This design comes from an exercise in tuning for small area on the open sky130 flow, not from production work.
The RTL was checked by simulation tests, not by an equivalence proof against the original design.
The flow treats the clock pin as an ideal source, which a real chip does not have.
Power figures rest on the tool's default switching activity, not on a simulated workload.

==> flow/design.v (excerpt) <==
module nezoba_core (
    input  wire        clk,
    input  wire        rst,           
    input  wire [31:0] now,
    output reg  [1:0]  exp_op,
    input  wire [7:0]  exp_data,
    input  wire        exp_done,
    output wire [2:0]  pin_pullup,
    input  wire [2:0]  cfg_pin,
    output reg  [7:0]  evt,
    output reg         evt_valid,
    output wire        halted,
    output wire [1:0]  fault
);
For scale: roughly 500 cells after synthesis, roughly 150 flip-flops, ~63 I/O pins, about 0.0060 sq mm of cells after synthesis.
clock: 15.0 ns
lec_check: 0
cap_margin: 20
core_margin: 2
core_utilization: 40
cts_buf_list: sky130_fd_sc_hd__clkbuf_8
cts_cluster_diameter: 200
cts_cluster_size: 60
place_density: 0.6
slew_margin: 20
standard.sh (not shown) runs the stock make flow with config.mk's settings and CLKGATE_MAP_FILE= SYNTH_SCRIPT=/design/flow/synth_recipe.tcl, a recipe that flattens the netlist after the stock synthesis.
==> flow/flow/run.sh <==
#!/bin/bash
# Standard layout, with the smallest buffer on the ports and a lighter clock
# tree: clkbuf_4 leaves without dummy loads, upsized after CTS where a leaf
# drives many flip-flops (flow/post_cts.tcl).
set -euo pipefail
export BUFFER_PORTS_ARGS="-buffer_cell sky130_fd_sc_hd__buf_1"
export CTS_ARGS="-sink_clustering_enable -repair_clock_nets -buf_list sky130_fd_sc_hd__clkbuf_16 -root_buf sky130_fd_sc_hd__clkbuf_16 -dont_use_dummy_load"
export POST_CTS_TCL="$(pwd)/flow/post_cts.tcl"
bash standard.sh > standard.log 2>&1
==> flow/flow/post_cts.tcl <==
# After CTS: a leaf clock buffer that drives many flip-flops gets the next
# drive strength, so that every flip-flop clock pin keeps a sharp slew.
set resized 0
foreach inst [get_cells -quiet clkbuf_*] {
  if {[get_property $inst ref_name] != "sky130_fd_sc_hd__clkbuf_4"} { continue }
  set out [get_pins -of_objects $inst -filter "direction==output"]
  set fanout [expr {[llength [get_pins -of_objects [get_nets -of_objects $out]]] - 1}]
  if {$fanout > 9} {
    replace_cell $inst sky130_fd_sc_hd__clkbuf_8
    incr resized
  }
}
puts "post_cts: resized $resized leaf clock buffers"
if {$resized > 0} {
  detailed_placement
  check_placement -verbose
  estimate_parasitics -placement
}
Then changed:
==> flow/flow/run.sh (replaced) <==
#!/bin/bash
# Standard layout, with the smallest buffer on the ports and a lighter clock tree.
set -euo pipefail
export BUFFER_PORTS_ARGS="-buffer_cell sky130_fd_sc_hd__buf_1"
export CTS_ARGS="-sink_clustering_enable -repair_clock_nets -buf_list sky130_fd_sc_hd__clkbuf_8 -root_buf sky130_fd_sc_hd__clkbuf_8 -dont_use_dummy_load -sink_clustering_size 30 -sink_clustering_max_diameter 100"
bash standard.sh > standard.log 2>&1
- CTS_BUF_LIST: sky130_fd_sc_hd__clkbuf_8 -> not set
- CTS_CLUSTER_DIAMETER: 200 -> not set
- CTS_CLUSTER_SIZE: 60 -> not set
removed: flow/flow/post_cts.tcl
=> The new run finished clean; routed wire length came out lower slightly; die area does not change; register-to-register slack stays flat; cell area came out lower by a few percent; worst setup slack improves by 5.9 ps.
Then changed:
==> flow/run.sh (new file) <==
#!/bin/bash
# synth_recipe.tcl (not shown) runs the flow's synth.tcl, then flattens the netlist and writes it again
# the make line also repeats each setting of config.mk as NAME=value (left out here)
make -C /OpenROAD-flow-scripts/flow DESIGN_CONFIG=/design/flow/config.mk WORK_HOME=/design/flow/orfs CLKGATE_MAP_FILE= SYNTH_SCRIPT=/design/flow/synth_recipe.tcl finish
- CTS_BUF_LIST: not set -> sky130_fd_sc_hd__clkbuf_8
- CTS_CLUSTER_DIAMETER: not set -> 200
- CTS_CLUSTER_SIZE: not set -> 60
removed: flow/flow/run.sh
removed: flow/standard.sh
Result: Global-route usage climbs by 0.36 points; critical path depth is unchanged; final cell count climbs by a few percent; design area climbs by a little under a tenth; first-iteration DRC count climbs by about a fifth; die area is unchanged; clock skew drops by 9.6 ps; via count climbs by a few percent; clock power climbs by well over a third; sequential share of layout area drops by 3.9 points.
Then changed:
==> flow/flow/run.sh (new file) <==
#!/bin/bash
# Standard layout, with the smallest buffer on the ports and a lighter clock
# tree: clkbuf_4 leaves without dummy loads, upsized after CTS where a leaf
# drives many flip-flops (flow/post_cts.tcl).
set -euo pipefail
export BUFFER_PORTS_ARGS="-buffer_cell sky130_fd_sc_hd__buf_1"
export CTS_ARGS="-sink_clustering_enable -repair_clock_nets -buf_list sky130_fd_sc_hd__clkbuf_4 -root_buf sky130_fd_sc_hd__clkbuf_8 -dont_use_dummy_load -sink_clustering_size 24 -sink_clustering_max_diameter 300 -sink_clustering_levels 1"
export POST_CTS_TCL="$(pwd)/flow/post_cts.tcl"
bash standard.sh > standard.log 2>&1
==> flow/flow/post_cts.tcl (new file) <==
# After CTS: a leaf clock buffer that drives many flip-flops gets the next
# drive strength, so that every flip-flop clock pin keeps a sharp slew.
set resized 0
foreach inst [get_cells -quiet clkbuf_*] {
  if {[get_property $inst ref_name] != "sky130_fd_sc_hd__clkbuf_4"} { continue }
  set out [get_pins -of_objects $inst -filter "direction==output"]
  set fanout [expr {[llength [get_pins -of_objects [get_nets -of_objects $out]]] - 1}]
  if {$fanout > 9} {
    replace_cell $inst sky130_fd_sc_hd__clkbuf_8
    incr resized
  }
}
puts "post_cts: resized $resized leaf clock buffers"
if {$resized > 0} {
  detailed_placement
  check_placement -verbose
  estimate_parasitics -placement
}
==> flow/standard.sh (new file) <==
#!/bin/bash
# synth_recipe.tcl (not shown) runs the flow's synth.tcl, then flattens the netlist and writes it again
# the make line also repeats each setting of config.mk as NAME=value (left out here)
make -C /OpenROAD-flow-scripts/flow DESIGN_CONFIG=/design/flow/config.mk WORK_HOME=/design/flow/orfs CLKGATE_MAP_FILE= SYNTH_SCRIPT=/design/flow/synth_recipe.tcl "${@:-finish}"
removed: flow/run.sh
Result: Cell area shrinks by a little under a tenth. Register-to-register slack got worse by 290 ps. Combinational power fell by a few percent. Routed wire length goes down by a few percent.

-- static timing again, ports no longer ideal --
In the flow no input, the clock included, has a driving cell. The finished layouts below were timed again as built, in two steps. Step 1 sets driving cells, clkbuf_16 on the clock port and buf_2 on the other inputs (assumed; they add their load-dependent delay and slew). Step 2 times the ports against the registers' clock, not the clock port: input delays grow and output delays shrink by t, the midpoint of the rising clock arrivals with the driver on. Three values: ideal ports, drivers, drivers and shift; two values: the first two.
run | t (ns) | setup WS [ns] | worst setup path after step 2
the first run | 0.461 | 8.402 / 8.363 / 8.823 | register to output
the second run | 0.467 | 8.408 / 8.372 / 8.835 | input to register
the third run | 0.485 | 7.954 / 7.917 / 8.402 | register to output
the fourth run | 0.445 | 8.400 / 8.364 / 8.808 | register to output
After both steps every run listed still meets setup and hold.
